This design comes from an exercise in tuning for small area, a short achievable clock period and few clock cycles on the open sky130 flow, not from production work.
At most, simulation tests tie the RTL to the original design; equivalence was not proved.
Power is estimated from default activity; no workload was simulated.

==> run a: inputs <==
==> flow/design.v (excerpt) <==
module nabu_engine (
    input  wire        clk,
    input  wire        rst,
    input  wire        rx_valid,
    output wire        rx_ready,
    input  wire [7:0]  rx_data,
    output wire        tx_valid,
    input  wire        tx_ready,
    output wire [7:0]  tx_data,
    output wire        st_req_valid,
    input  wire        st_req_ready,
    output wire [23:0] st_seg,
    output wire [7:0]  st_pkt,
    input  wire        st_rsp_valid,
    output wire        st_rsp_ready,
    input  wire [1:0]  st_rsp_kind,
    input  wire [15:0] st_rsp_len,
    input  wire [15:0] st_rsp_offset,
    input  wire        st_rsp_last,
    input  wire        st_dat_valid,
    output wire        st_dat_ready,
    input  wire [7:0]  st_dat,
    input  wire [7:0]  tod_wd,
    input  wire [7:0]  tod_mo,
    input  wire [7:0]  tod_dd,
    input  wire [7:0]  tod_hh,
    input  wire [7:0]  tod_mi,
    input  wire [7:0]  tod_ss
);
==> flow/config.mk <==
export PLATFORM = sky130hd
export DESIGN_NAME = nabu_engine
export DESIGN_NICKNAME = nabu_engine
export VERILOG_FILES = /design/flow/design.v
export SDC_FILE = /design/flow/constraint.sdc
export NUM_CORES = 4
export LEC_CHECK = 0
export ABC_AREA = 1
export CAP_MARGIN = 20
export CORE_MARGIN = 2
export CORE_UTILIZATION = 65
export CTS_BUF_LIST = sky130_fd_sc_hd__clkbuf_8
export SETUP_SLACK_MARGIN = 2.9
export SLEW_MARGIN = 20
export TNS_END_PERCENT = 5
==> flow/constraint.sdc <==
create_clock -name core_clock -period 5.0 [get_ports {clk}]
set_input_delay 1.0000 -clock core_clock [delete_from_list [all_inputs] [get_ports {clk}]]
set_output_delay 1.0000 -clock core_clock [all_outputs]
set_load 0.01 [all_outputs]
standard.sh (not shown) runs the stock make flow with config.mk's settings and CLKGATE_MAP_FILE= SYNTH_SCRIPT=/design/flow/synth_recipe.tcl, a recipe that flattens the netlist after the stock synthesis.
==> flow/flow/run.sh <==
#!/bin/bash
# The standard layout, with the port buffers made of buf_2 cells instead of
# the cell buffer_ports picks by default. The output of the whole run goes to
# standard.log in the folder this runs in.
export BUFFER_PORTS_ARGS="-buffer_cell sky130_fd_sc_hd__buf_2"
bash standard.sh > standard.log 2>&1
==> run b (differences from run a) <==
--- a/flow/design.v
+++ b/flow/design.v
@@ -131,15 +131,11 @@
     reg         dat_rdy;         
     reg         q_v;
     reg  [7:0]  q;
     reg  [2:0]  q_cls;           
     reg         q_known;         
-    reg         q_7f;
-    wire        q_10 = (q == 8'h10);
-    wire        q_06 = (q == 8'h06);
-    wire        q_00 = (q == 8'h00);
-    wire        q_ff = (q == 8'hFF);
+    reg         q_10, q_06, q_7f, q_00, q_ff;
     reg  [2:0]  cls;
     reg         f_idle;                  
     reg         f_a1, f_a2;              
     reg         f_b1;                    
     reg         f_r1, f_r2, f_r3, f_r4;  
@@ -248,12 +244,12 @@
     wire st_hdr   = send & ~ld_framed;
     wire st_pay   = send & ld_framed & ~cnt_zero;
     wire st_close = send & ld_framed & cnt_zero;
     wire rx_fire = rx_valid & rx_rdy;
     wire p4      = f_r4 & ffff & ~q_v;
-    wire tod_cap = p4;
-    wire tod_all = p4 & rx_valid & (rx_data == 8'h7F);
+    wire tod_cap = rx_fire & p4;
+    wire tod_all = tod_cap & (rx_data == 8'h7F);
     wire o_stall   = o_esc & ~o_dup & (o_data == 8'h10);
     wire o_free    = ~o_valid | (tx_ready & ~o_stall);
     wire s_valid_n = o_free ? 1'b0 : (s_valid | push);
     wire [15:0] crc_nx;
     crc16_step u_crc (
@@ -280,12 +276,11 @@
                     (hdr_done & ~ld_time & ~cnt_zero);
     wire n_m_crch = (m_crch & ~push) | (pay_done & ~ld_framed) |
                     (hdr_done & (ld_time | cnt_zero));
     wire n_m_crcl = (m_crcl & ~push) | (m_crch & push);
     wire q_v_n = rx_fire | (q_v & ~proc);
-    wire blk_n    = (f_r2 & proc) | (f_r3 & ~proc);
-    wire rx_rdy_n = ~q_v_n | (n_m_rx & ~blk_n);
+    wire rx_rdy_n = ~q_v_n | (n_m_rx & ~(f_r2 | f_r3));
     always @(posedge clk) begin
         if (rst) begin
             m_rx    <= 1'b1;
             m_ack   <= 1'b0;
             m_lkr   <= 1'b0;
@@ -376,11 +371,11 @@
             end
             s_valid <= s_valid_n;
         end
     end
     always @(posedge clk) begin
-        if (rx_rdy) begin
+        if (rx_fire) begin
             q       <= rx_data;
             q_known <= 1'b1;
             case (rx_data)
             8'h85, 8'h81: q_cls <= C_A;
             8'h82:        q_cls <= C_82;
@@ -389,11 +384,15 @@
             8'h05:        q_cls <= C_05;
             8'h84:        q_cls <= C_84;
             8'h0F:        q_cls <= C_NONE;
             default: begin q_cls <= C_NONE; q_known <= 1'b0; end
             endcase
+            q_10 <= (rx_data == 8'h10);
+            q_06 <= (rx_data == 8'h06);
             q_7f <= (rx_data == 8'h7F);
+            q_00 <= (rx_data == 8'h00);
+            q_ff <= (rx_data == 8'hFF);
         end
         if (!o_free && push) begin
             s_data <= cur;
             s_esc  <= cur_esc;
             s_abs  <= cur_abs;
- ABC_AREA: 1 -> default
- CORE_UTILIZATION: 65 -> 40
- SETUP_SLACK_MARGIN: 2.9 -> default
- TNS_END_PERCENT: 5 -> default
==> run c (differences from run a) <==
--- a/flow/design.v
+++ b/flow/design.v
@@ -131,15 +131,11 @@
     reg         dat_rdy;         
     reg         q_v;
     reg  [7:0]  q;
     reg  [2:0]  q_cls;           
     reg         q_known;         
-    reg         q_7f;
-    wire        q_10 = (q == 8'h10);
-    wire        q_06 = (q == 8'h06);
-    wire        q_00 = (q == 8'h00);
-    wire        q_ff = (q == 8'hFF);
+    reg         q_10, q_06, q_7f, q_00, q_ff;
     reg  [2:0]  cls;
     reg         f_idle;                  
     reg         f_a1, f_a2;              
     reg         f_b1;                    
     reg         f_r1, f_r2, f_r3, f_r4;  
@@ -248,12 +244,12 @@
     wire st_hdr   = send & ~ld_framed;
     wire st_pay   = send & ld_framed & ~cnt_zero;
     wire st_close = send & ld_framed & cnt_zero;
     wire rx_fire = rx_valid & rx_rdy;
     wire p4      = f_r4 & ffff & ~q_v;
-    wire tod_cap = p4;
-    wire tod_all = p4 & rx_valid & (rx_data == 8'h7F);
+    wire tod_cap = rx_fire & p4;
+    wire tod_all = tod_cap & (rx_data == 8'h7F);
     wire o_stall   = o_esc & ~o_dup & (o_data == 8'h10);
     wire o_free    = ~o_valid | (tx_ready & ~o_stall);
     wire s_valid_n = o_free ? 1'b0 : (s_valid | push);
     wire [15:0] crc_nx;
     crc16_step u_crc (
@@ -280,12 +276,11 @@
                     (hdr_done & ~ld_time & ~cnt_zero);
     wire n_m_crch = (m_crch & ~push) | (pay_done & ~ld_framed) |
                     (hdr_done & (ld_time | cnt_zero));
     wire n_m_crcl = (m_crcl & ~push) | (m_crch & push);
     wire q_v_n = rx_fire | (q_v & ~proc);
-    wire blk_n    = (f_r2 & proc) | (f_r3 & ~proc);
-    wire rx_rdy_n = ~q_v_n | (n_m_rx & ~blk_n);
+    wire rx_rdy_n = ~q_v_n | (n_m_rx & ~(f_r2 | f_r3));
     always @(posedge clk) begin
         if (rst) begin
             m_rx    <= 1'b1;
             m_ack   <= 1'b0;
             m_lkr   <= 1'b0;
@@ -376,11 +371,11 @@
             end
             s_valid <= s_valid_n;
         end
     end
     always @(posedge clk) begin
-        if (rx_rdy) begin
+        if (rx_fire) begin
             q       <= rx_data;
             q_known <= 1'b1;
             case (rx_data)
             8'h85, 8'h81: q_cls <= C_A;
             8'h82:        q_cls <= C_82;
@@ -389,11 +384,15 @@
             8'h05:        q_cls <= C_05;
             8'h84:        q_cls <= C_84;
             8'h0F:        q_cls <= C_NONE;
             default: begin q_cls <= C_NONE; q_known <= 1'b0; end
             endcase
+            q_10 <= (rx_data == 8'h10);
+            q_06 <= (rx_data == 8'h06);
             q_7f <= (rx_data == 8'h7F);
+            q_00 <= (rx_data == 8'h00);
+            q_ff <= (rx_data == 8'hFF);
         end
         if (!o_free && push) begin
             s_data <= cur;
             s_esc  <= cur_esc;
             s_abs  <= cur_abs;
- CORE_UTILIZATION: 65 -> 40
- SETUP_SLACK_MARGIN: 2.9 -> 3.0
- TNS_END_PERCENT: 5 -> default
==> flow_summary.ini <==
[power]
portion_of_total_power_attributed_to_combinational_logic_pct = 23.3

[finish]
nFillCells = 956

[detailed_routing]
detail_route.wl_per_cell_um = 16.58
drt_first_iter_violations = 708

[outcome]
outcome = complete, no violations

[logic_synthesis]
synth_top_area_share_pct = 35.01

[placed_design]
placed_cell_area_um2 = 9796

[global_route]
grt_first_pass_wirelength_um = 36590
[end of results for run a]
==> flow_summary.ini <==
[critical_path]
critPathSlowestCell = o21a_1

[placed_design]
inst_count_dp = 1346
numPortBuffers = 150

[detailed_routing]
detail_route.wl_per_cell_um = 17.44
drt_first_iter_violations = 625

[global_route]
grt.met2_usage_pct = 32.38
grt_first_pass_wirelength_um = 37850

[timing]
worst_hold_slack_ns = 0.4662
unrepaired_setup_endpoints_after_global_routing = false

[finish]
stdcell_area_um2 = 10490
nFillCells = 2227

[outcome]
outcome = complete, no violations

[logic_synthesis]
yosys.cell_count.top_type = nand2_1
[end of results for run b]
==> flow_summary.ini <==
[placed_design]
placed_cell_area_um2 = 10200

[finish]
nFillCells = 1967
dominant-cell-class = registers

[timing]
unrepaired_setup_endpoints_after_global_routing = true

[outcome]
outcome = complete, no violations

[detailed_routing]
detail_route.wl_per_cell_um = 17.14
drt_first_iter_violations = 679

[global_route]
grt_first_pass_wirelength_um = 42660
[end of results for run c]
Testbench counts of run b, summed over its fixed seeds: cycles 192,988.
Testbench counts of run c, summed over its fixed seeds: cycles 192,988.
For run a, only the layout was checked, not whether the RTL still works.

==> v10: inputs <==
==> flow/design.v <==
module crc16_step (
    input  wire [15:0] crc_in,
    input  wire [7:0]  data,
    output reg  [15:0] crc_out
);
    integer k;
    always @(*) begin
        crc_out = crc_in ^ {data, 8'h00};
        for (k = 0; k < 8; k = k + 1)
            crc_out = crc_out[15] ? ({crc_out[14:0], 1'b0} ^ 16'h1021)
                                  : {crc_out[14:0], 1'b0};
    end
endmodule
module nabu_engine (
    input  wire        clk,
    input  wire        rst,
    input  wire        rx_valid,
    output wire        rx_ready,
    input  wire [7:0]  rx_data,
    output wire        tx_valid,
    input  wire        tx_ready,
    output wire [7:0]  tx_data,
    output wire        st_req_valid,
    input  wire        st_req_ready,
    output wire [23:0] st_seg,
    output wire [7:0]  st_pkt,
    input  wire        st_rsp_valid,
    output wire        st_rsp_ready,
    input  wire [1:0]  st_rsp_kind,
    input  wire [15:0] st_rsp_len,
    input  wire [15:0] st_rsp_offset,
    input  wire        st_rsp_last,
    input  wire        st_dat_valid,
    output wire        st_dat_ready,
    input  wire [7:0]  st_dat,
    input  wire [7:0]  tod_wd,
    input  wire [7:0]  tod_mo,
    input  wire [7:0]  tod_dd,
    input  wire [7:0]  tod_hh,
    input  wire [7:0]  tod_mi,
    input  wire [7:0]  tod_ss
);
    localparam [2:0] C_NONE = 3'd0,      
                     C_A    = 3'd1,      
                     C_82   = 3'd2,
                     C_83   = 3'd3,
                     C_1E   = 3'd4,
                     C_05   = 3'd5,
                     C_84   = 3'd6;
    localparam [2:0] A_1006 = 3'd0,
                     A_E4   = 3'd2,
                     A_91   = 3'd3,
                     A_1F   = 3'd4,
                     A_10E1 = 3'd5,
                     A_90   = 3'd7;
    function [1:0] mod3;     
        input [5:0] v;
        reg   [3:0] s;
        begin
            s = v[1:0] + v[3:2] + v[5:4];
            s = s[1:0] + s[3:2];
            mod3 = (s == 4'd3) ? 2'd0 : (s == 4'd4) ? 2'd1 : s[1:0];
        end
    endfunction
    reg         m_rx, m_ack, m_lkr, m_hdr, m_pay, m_crch, m_crcl;
    reg         rx_rdy;          
    reg         req_v;           
    reg         dat_rdy;         
    reg         q_v;
    reg  [7:0]  q;
    reg  [2:0]  q_cls;           
    reg         q_known;         
    reg         q_10, q_06, q_7f, q_00, q_ff;
    reg  [2:0]  cls;
    reg         f_idle;                  
    reg         f_a1, f_a2;              
    reg         f_b1;                    
    reg         f_r1, f_r2, f_r3, f_r4;  
    reg         f_r5, f_r6, f_r7, f_r8;  
    reg         f_lk;                    
    reg         ffff;                    
    reg  [2:0]  aptr;            
    reg  [1:0]  acnt;            
    reg         alk;             
    reg  [7:0]  r0, r1, r2, r3, r4, r5;
    reg         ld_last;
    reg         ld_time;
    reg         ld_framed;
    reg  [15:0] cnt;             
    reg  [4:0]  idx;             
    reg  [15:0] crc;
    reg         s_valid, s_esc, s_abs;
    reg  [7:0]  s_data;
    reg         o_valid, o_esc, o_dup, o_abs;
    reg  [7:0]  o_data;
    reg [7:0] ack_byte;
    always @(*) begin
        case (aptr)
        3'd0: ack_byte = 8'h10;
        3'd1: ack_byte = 8'h06;
        3'd2: ack_byte = 8'hE4;
        3'd3: ack_byte = 8'h91;
        3'd4: ack_byte = 8'h1F;
        3'd5: ack_byte = 8'h10;
        3'd6: ack_byte = 8'hE1;
        default: ack_byte = 8'h90;
        endcase
    end
    wire [7:0] ptype = ld_last ? 8'h30 : (r0 == 8'h00) ? 8'hA1 : 8'h20;
    reg  [7:0] hdr_const;
    reg        v_r0, v_rot, v_pt;
    always @(*) begin
        hdr_const = 8'h00;
        v_r0  = 1'b0;
        v_rot = 1'b0;
        v_pt  = 1'b0;
        if (ld_time) begin
            case (idx)
            5'd0, 5'd5, 5'd9:             hdr_const = 8'h7F;
            5'd1, 5'd2, 5'd6, 5'd7, 5'd8: hdr_const = 8'hFF;
            5'd10:                        hdr_const = 8'h80;
            5'd11:                        hdr_const = 8'h30;
            5'd16, 5'd17:                 hdr_const = 8'h02;
            5'd19:                        hdr_const = 8'h54;
            5'd18, 5'd20, 5'd21, 5'd22, 5'd23, 5'd24: begin v_r0 = 1'b1; v_rot = 1'b1; end
            default: ;
            endcase
        end else begin
            case (idx[3:0])
            4'd0, 4'd1, 4'd2, 4'd12, 4'd14, 4'd15: begin v_r0 = 1'b1; v_rot = 1'b1; end
            4'd3:             v_r0 = 1'b1;
            4'd4:             hdr_const = 8'h01;
            4'd5, 4'd9:       hdr_const = 8'h7F;
            4'd6, 4'd7, 4'd8: hdr_const = 8'hFF;
            4'd10:            hdr_const = 8'h80;
            4'd11:            v_pt = 1'b1;
            default: ;
            endcase
        end
    end
    wire [7:0] hdr_byte = hdr_const | ({8{v_r0}} & r0) | ({8{v_pt}} & ptype);
    wire       hdr_last = ld_time ? (idx == 5'd26) : (idx[3:0] == 4'd15);
    wire [7:0] cur = ({8{m_ack}}  & ack_byte)   |
                     ({8{m_hdr}}  & hdr_byte)   |
                     ({8{m_pay}}  & st_dat)     |
                     ({8{m_crch}} & ~crc[15:8]) |
                     ({8{m_crcl}} & ~crc[7:0]);
    wire cur_abs = m_hdr | m_pay;
    wire cur_esc = m_hdr | m_pay | m_crch | m_crcl;
    wire take = st_dat_valid & dat_rdy;
    wire have = m_ack | m_hdr | (m_pay & take) | (m_crch & ~o_abs) | m_crcl;
    wire push = have & ~s_valid;
    wire cnt_one  = (cnt == 16'd1);
    wire cnt_zero = (cnt == 16'd0);
    wire ack_last = m_ack & push & (acnt == 2'd0);
    wire proc     = q_v & (m_rx | (ack_last & ~alk));
    wire [2:0] eff = q_known ? q_cls : cls;
    wire sel_a  = f_idle & (eff == C_A);
    wire sel_82 = f_idle & (eff == C_82);
    wire sel_83 = f_idle & (eff == C_83);
    wire sel_1e = f_idle & (eff == C_1E);
    wire sel_05 = f_idle & (eff == C_05);
    wire sel_84 = f_idle & (eff == C_84);
    wire r4_time = f_r4 & q_7f & ffff;
    wire r4_rst  = f_r4 & ~r4_time &
                   ((q_00 & (r1 == 8'h00) & (r2 == 8'h83)) | (r3 == 8'h83));
    wire r4_look = f_r4 & ~r4_time & ~r4_rst;
    wire send    = f_r8 & q_06;
    wire ack_1006   = sel_a | sel_82 | sel_84;                   
    wire ack_1006e4 = sel_83 | (f_r7 & ~q_10);                   
    wire ack_10e1   = sel_1e;                                    
    wire ack_e4     = sel_05 | f_a2 | r4_rst | r4_look;          
    wire ack_e491   = r4_time;                                   
    wire ack_1f     = f_b1;                                      
    wire ack_go     = ack_1006 | ack_1006e4 | ack_10e1 | ack_e4 | ack_e491 | ack_1f;
    wire [2:0] n_aptr = (ack_1006 | ack_1006e4) ? A_1006 :
                        ack_10e1 ? A_10E1 :
                        ack_1f   ? A_1F   : A_E4;
    wire [1:0] n_acnt = (ack_1006e4 | ack_1f) ? 2'd2 :
                        (ack_1006 | ack_10e1 | ack_e491) ? 2'd1 : 2'd0;
    wire st_hdr   = send & ~ld_framed;
    wire st_pay   = send & ld_framed & ~cnt_zero;
    wire st_close = send & ld_framed & cnt_zero;
    wire rx_fire = rx_valid & rx_rdy;
    wire p4      = f_r4 & ffff & ~q_v;
    wire tod_cap = rx_fire & p4;
    wire tod_all = tod_cap & (rx_data == 8'h7F);
    wire o_stall   = o_esc & ~o_dup & (o_data == 8'h10);
    wire o_free    = ~o_valid | (tx_ready & ~o_stall);
    wire s_valid_n = o_free ? 1'b0 : (s_valid | push);
    wire [15:0] crc_nx;
    crc16_step u_crc (
        .crc_in  (crc),
        .data    (o_data),
        .crc_out (crc_nx)
    );
    wire rsp_fire = m_lkr & st_rsp_valid;
    wire rsp_nf   = rsp_fire & (st_rsp_kind == 2'd0);
    wire rsp_ab   = rsp_fire & (st_rsp_kind == 2'd3);
    wire rsp_fd   = rsp_fire & (st_rsp_kind[0] ^ st_rsp_kind[1]);
    wire hdr_done = m_hdr & push & hdr_last;
    wire pay_done = m_pay & push & cnt_one;
    wire close_go = (pay_done & ld_framed) | (m_crcl & push);
    wire p_ack = proc & (ack_go | st_close);
    wire p_hdr = proc & st_hdr;
    wire p_pay = proc & st_pay;
    wire p_rx  = proc & ~(ack_go | send);
    wire n_m_rx   = p_rx | (m_rx & ~proc) | (ack_last & ~alk & ~proc) | rsp_ab;
    wire n_m_ack  = p_ack | (m_ack & ~ack_last) | (rsp_fire & ~rsp_ab) | close_go;
    wire n_m_lkr  = (m_lkr & ~st_rsp_valid) | (ack_last & alk);
    wire n_m_hdr  = p_hdr | (m_hdr & ~hdr_done);
    wire n_m_pay  = p_pay | (m_pay & ~pay_done) |
                    (hdr_done & ~ld_time & ~cnt_zero);
    wire n_m_crch = (m_crch & ~push) | (pay_done & ~ld_framed) |
                    (hdr_done & (ld_time | cnt_zero));
    wire n_m_crcl = (m_crcl & ~push) | (m_crch & push);
    wire q_v_n = rx_fire | (q_v & ~proc);
    wire rx_rdy_n = ~q_v_n | (n_m_rx & ~(f_r2 | f_r3));
    always @(posedge clk) begin
        if (rst) begin
            m_rx    <= 1'b1;
            m_ack   <= 1'b0;
            m_lkr   <= 1'b0;
            m_hdr   <= 1'b0;
            m_pay   <= 1'b0;
            m_crch  <= 1'b0;
            m_crcl  <= 1'b0;
            rx_rdy  <= 1'b0;
            req_v   <= 1'b0;
            dat_rdy <= 1'b0;
            q_v     <= 1'b0;
            cls     <= C_NONE;
            f_idle  <= 1'b1;
            f_a1    <= 1'b0;
            f_a2    <= 1'b0;
            f_b1    <= 1'b0;
            f_r1    <= 1'b0;
            f_r2    <= 1'b0;
            f_r3    <= 1'b0;
            f_r4    <= 1'b0;
            f_r5    <= 1'b0;
            f_r6    <= 1'b0;
            f_r7    <= 1'b0;
            f_r8    <= 1'b0;
            f_lk    <= 1'b0;
            s_valid <= 1'b0;
            o_valid <= 1'b0;
            o_esc   <= 1'b0;
            o_dup   <= 1'b0;
            o_abs   <= 1'b0;
        end else begin
            m_rx    <= n_m_rx;
            m_ack   <= n_m_ack;
            m_lkr   <= n_m_lkr;
            m_hdr   <= n_m_hdr;
            m_pay   <= n_m_pay;
            m_crch  <= n_m_crch;
            m_crcl  <= n_m_crcl;
            rx_rdy  <= rx_rdy_n;
            dat_rdy <= n_m_pay & ~s_valid_n;
            q_v     <= q_v_n;
            if (proc) begin
                if (f_idle) cls <= eff;
                f_idle <= ~(sel_a | sel_82 | sel_84 | f_a1 | f_r1 | f_r2 | f_r3 |
                            r4_time | r4_look | (f_r5 & q_10) | (f_r7 & q_10));
                f_a1   <= sel_a;
                f_a2   <= f_a1;
                f_b1   <= sel_82;
                f_r1   <= sel_84;
                f_r2   <= f_r1;
                f_r3   <= f_r2;
                f_r4   <= f_r3;
                f_r5   <= 1'b0;
                f_r6   <= f_r5 & q_10;
                f_r7   <= r4_time;
                f_r8   <= f_r7 & q_10;
                f_lk   <= r4_look;
            end else if (rsp_fire) begin
                f_lk   <= 1'b0;
                f_idle <= rsp_ab;
                f_r5   <= rsp_nf;
                f_r7   <= rsp_fd;
            end
            if (proc & r4_look)
                req_v <= 1'b1;
            else if (st_req_ready)
                req_v <= 1'b0;
            if (o_free) begin
                o_dup <= 1'b0;
                if (s_valid) begin
                    o_valid <= 1'b1;
                    o_data  <= s_data;
                    o_esc   <= s_esc;
                    o_abs   <= s_abs;
                end else if (push) begin
                    o_valid <= 1'b1;
                    o_data  <= cur;
                    o_esc   <= cur_esc;
                    o_abs   <= cur_abs;
                end else begin
                    o_valid <= 1'b0;
                    o_abs   <= 1'b0;
                end
            end else begin
                o_abs <= 1'b0;
                if (tx_ready)
                    o_dup <= 1'b1;
            end
            s_valid <= s_valid_n;
        end
    end
    always @(posedge clk) begin
        if (rx_fire) begin
            q       <= rx_data;
            q_known <= 1'b1;
            case (rx_data)
            8'h85, 8'h81: q_cls <= C_A;
            8'h82:        q_cls <= C_82;
            8'h83:        q_cls <= C_83;
            8'h1E:        q_cls <= C_1E;
            8'h05:        q_cls <= C_05;
            8'h84:        q_cls <= C_84;
            8'h0F:        q_cls <= C_NONE;
            default: begin q_cls <= C_NONE; q_known <= 1'b0; end
            endcase
            q_10 <= (rx_data == 8'h10);
            q_06 <= (rx_data == 8'h06);
            q_7f <= (rx_data == 8'h7F);
            q_00 <= (rx_data == 8'h00);
            q_ff <= (rx_data == 8'hFF);
        end
        if (!o_free && push) begin
            s_data <= cur;
            s_esc  <= cur_esc;
            s_abs  <= cur_abs;
        end
        if (proc) begin
            aptr <= st_close ? A_10E1 : n_aptr;
            acnt <= st_close ? 2'd1 : n_acnt;
            alk  <= r4_look;
        end else if (rsp_fire) begin
            aptr <= rsp_nf ? A_90 : A_91;
            acnt <= 2'd0;
            alk  <= 1'b0;
        end else if (close_go) begin
            aptr <= A_10E1;
            acnt <= 2'd1;
        end else if (m_ack & push) begin
            aptr <= aptr + 3'd1;
            acnt <= acnt - 2'd1;
        end
        if (tod_cap) begin
            if (tod_all) begin
                r0 <= tod_wd;
                r1 <= tod_mo;
                r2 <= tod_dd;
                r3 <= {4'h0, mod3(tod_hh[7:2]), tod_hh[1:0]};
            end
            r4 <= tod_mi;
            r5 <= tod_ss;
        end else if (rsp_fire) begin
            r4 <= st_rsp_offset[15:8];
            r5 <= st_rsp_offset[7:0];
        end else if (m_hdr & push & v_rot) begin
            r0 <= r1;
            r1 <= r2;
            r2 <= r3;
            r3 <= r4;
            r4 <= r5;
            r5 <= r0;
        end else if (proc) begin
            if (f_r1) r3 <= q;
            if (f_r2) r2 <= q;
            if (f_r3) r1 <= q;
            if (f_r4 & ~r4_time) r0 <= q;
        end
        if (proc & f_r3)
            ffff <= q_ff & (r2 == 8'hFF);
        if (proc & r4_time) begin
            ld_time   <= 1'b1;
            ld_framed <= 1'b0;
        end else if (rsp_fire) begin
            ld_last   <= st_rsp_last;
            ld_time   <= 1'b0;
            ld_framed <= (st_rsp_kind == 2'd1);
        end
        if (rsp_fire)
            cnt <= st_rsp_len;
        else if (m_pay & push)
            cnt <= cnt - 16'd1;
        if (proc)
            idx <= 5'd0;
        else if (m_hdr & push)
            idx <= idx + 5'd1;
        if (proc)
            crc <= 16'hFFFF;
        else if (o_abs)
            crc <= crc_nx;
    end
    assign rx_ready     = rx_rdy;
    assign tx_valid     = o_valid;
    assign tx_data      = o_data;
    assign st_req_valid = req_v;
    assign st_seg       = {r0, r1, r2};
    assign st_pkt       = r3;
    assign st_rsp_ready = m_lkr;
    assign st_dat_ready = dat_rdy;
endmodule
==> flow/run.sh <==
#!/bin/bash
# synth_recipe.tcl (not shown) runs the flow's synth.tcl, then flattens the netlist and writes it again
# the make line also repeats each setting of config.mk as NAME=value (left out here)
make -C /OpenROAD-flow-scripts/flow DESIGN_CONFIG=/design/flow/config.mk WORK_HOME=/design/flow/orfs CLKGATE_MAP_FILE= SYNTH_SCRIPT=/design/flow/synth_recipe.tcl finish
==> flow/config.mk <==
export PLATFORM = sky130hd
export DESIGN_NAME = nabu_engine
export DESIGN_NICKNAME = nabu_engine
export VERILOG_FILES = /design/flow/design.v
export SDC_FILE = /design/flow/constraint.sdc
export NUM_CORES = 4
export LEC_CHECK = 0
export CAP_MARGIN = 20
export CORE_MARGIN = 2
export CORE_UTILIZATION = 40
export CTS_BUF_LIST = sky130_fd_sc_hd__clkbuf_8
export SLEW_MARGIN = 20
==> flow/constraint.sdc <==
create_clock -name core_clock -period 5.0 [get_ports {clk}]
set_input_delay 1.0000 -clock core_clock [delete_from_list [all_inputs] [get_ports {clk}]]
set_output_delay 1.0000 -clock core_clock [all_outputs]
set_load 0.01 [all_outputs]
==> v12 (differences from v10) <==
--- a/flow/design.v
+++ b/flow/design.v
@@ -57,7 +57,70 @@
         input [5:0] v;
-        reg   [3:0] s;
         begin
-            s = v[1:0] + v[3:2] + v[5:4];
-            s = s[1:0] + s[3:2];
-            mod3 = (s == 4'd3) ? 2'd0 : (s == 4'd4) ? 2'd1 : s[1:0];
+            case (v)
+            6'd0: mod3 = 2'd0;
+            6'd1: mod3 = 2'd1;
+            6'd2: mod3 = 2'd2;
+            6'd3: mod3 = 2'd0;
+            6'd4: mod3 = 2'd1;
+            6'd5: mod3 = 2'd2;
+            6'd6: mod3 = 2'd0;
+            6'd7: mod3 = 2'd1;
+            6'd8: mod3 = 2'd2;
+            6'd9: mod3 = 2'd0;
+            6'd10: mod3 = 2'd1;
+            6'd11: mod3 = 2'd2;
+            6'd12: mod3 = 2'd0;
+            6'd13: mod3 = 2'd1;
+            6'd14: mod3 = 2'd2;
+            6'd15: mod3 = 2'd0;
+            6'd16: mod3 = 2'd1;
+            6'd17: mod3 = 2'd2;
+            6'd18: mod3 = 2'd0;
+            6'd19: mod3 = 2'd1;
+            6'd20: mod3 = 2'd2;
+            6'd21: mod3 = 2'd0;
+            6'd22: mod3 = 2'd1;
+            6'd23: mod3 = 2'd2;
+            6'd24: mod3 = 2'd0;
+            6'd25: mod3 = 2'd1;
+            6'd26: mod3 = 2'd2;
+            6'd27: mod3 = 2'd0;
+            6'd28: mod3 = 2'd1;
+            6'd29: mod3 = 2'd2;
+            6'd30: mod3 = 2'd0;
+            6'd31: mod3 = 2'd1;
+            6'd32: mod3 = 2'd2;
+            6'd33: mod3 = 2'd0;
+            6'd34: mod3 = 2'd1;
+            6'd35: mod3 = 2'd2;
+            6'd36: mod3 = 2'd0;
+            6'd37: mod3 = 2'd1;
+            6'd38: mod3 = 2'd2;
+            6'd39: mod3 = 2'd0;
+            6'd40: mod3 = 2'd1;
+            6'd41: mod3 = 2'd2;
+            6'd42: mod3 = 2'd0;
+            6'd43: mod3 = 2'd1;
+            6'd44: mod3 = 2'd2;
+            6'd45: mod3 = 2'd0;
+            6'd46: mod3 = 2'd1;
+            6'd47: mod3 = 2'd2;
+            6'd48: mod3 = 2'd0;
+            6'd49: mod3 = 2'd1;
+            6'd50: mod3 = 2'd2;
+            6'd51: mod3 = 2'd0;
+            6'd52: mod3 = 2'd1;
+            6'd53: mod3 = 2'd2;
+            6'd54: mod3 = 2'd0;
+            6'd55: mod3 = 2'd1;
+            6'd56: mod3 = 2'd2;
+            6'd57: mod3 = 2'd0;
+            6'd58: mod3 = 2'd1;
+            6'd59: mod3 = 2'd2;
+            6'd60: mod3 = 2'd0;
+            6'd61: mod3 = 2'd1;
+            6'd62: mod3 = 2'd2;
+            6'd63: mod3 = 2'd0;
+            default: mod3 = 2'd0;
+            endcase
         end
==> flow/flow/run.sh (new file) <==
#!/bin/bash
# The standard layout, with the port buffers made of buf_2 cells instead of
# the cell buffer_ports picks by default. The output of the whole run goes to
# standard.log in the folder this runs in.
export BUFFER_PORTS_ARGS="-buffer_cell sky130_fd_sc_hd__buf_2"
bash standard.sh > standard.log 2>&1
==> flow/standard.sh (new file) <==
#!/bin/bash
# synth_recipe.tcl (not shown) runs the flow's synth.tcl, then flattens the netlist and writes it again
# the make line also repeats each setting of config.mk as NAME=value (left out here)
make -C /OpenROAD-flow-scripts/flow DESIGN_CONFIG=/design/flow/config.mk WORK_HOME=/design/flow/orfs CLKGATE_MAP_FILE= SYNTH_SCRIPT=/design/flow/synth_recipe.tcl "${@:-finish}"
- SETUP_SLACK_MARGIN: default -> 3.1
removed: flow/run.sh
==> summary of the runs <==
Against v10, the worst hold slack of v12 is better by 0.022 ns. In v10 the area after synthesis is larger than in v12, by 0.73%. Die area: v12 is smaller than v10 (0.71%). Of v12 and v10, v12 has the higher maximum frequency (gap about 50%, measured against v10). In v12 the combinational power is higher than in v10, by about 12%. Of v10 and v12, v12 has the higher critical path depth (gap 1). Clock-buffer cell count is the same in v10 and v12. Against v10, the non-clock buffer count of v12 is higher by 121.
Testbench counts of v12, summed over its fixed seeds: cycles 192,988.
Function not checked in v10: the RTL went through the layout flow alone.

-- port drivers added, routing unchanged --
Ports are ideal in the flow. The routed layouts listed here were re-timed in OpenROAD.
Step 1 sets driving cells, clkbuf_16 on the clock port and buf_2 on the other inputs (assumed; they add their load-dependent delay and slew).
Step 2 adds t to the input delays and takes it off the output delays; t is the mean of the earliest and latest rising clock arrival at the registers after step 1. Input paths then give back, and output paths get back, about the clock's delay inside the block.
a / b / c = ideal / step 1 / step 2; a / b = the first two.
| run | t (ns) | setup slack, ns | hold slack, ns |
|---|---|---|---|
| run a | 0.500 | 2.753 / 2.738 / 2.391 | 0.469 / 0.469 / 0.469 |
| run b | 0.504 | 1.935 / 1.935 / 1.782 | 0.466 / 0.466 / 0.466 |
| run c | 0.511 | 2.863 / 2.819 / 2.353 | 0.468 / 0.468 / 0.468 |
| v10 | 0.498 | 1.802 / 1.814 / 1.316 | 0.458 / 0.458 / 0.458 |
| v12 | 0.516 | 2.831 / 2.792 / 2.410 | 0.480 / 0.480 / 0.480 |
After both steps setup and hold are still met in every run listed. The setup slack of run c, which loses most, moves by -0.044 ns with the drivers and by -0.510 ns with both steps.
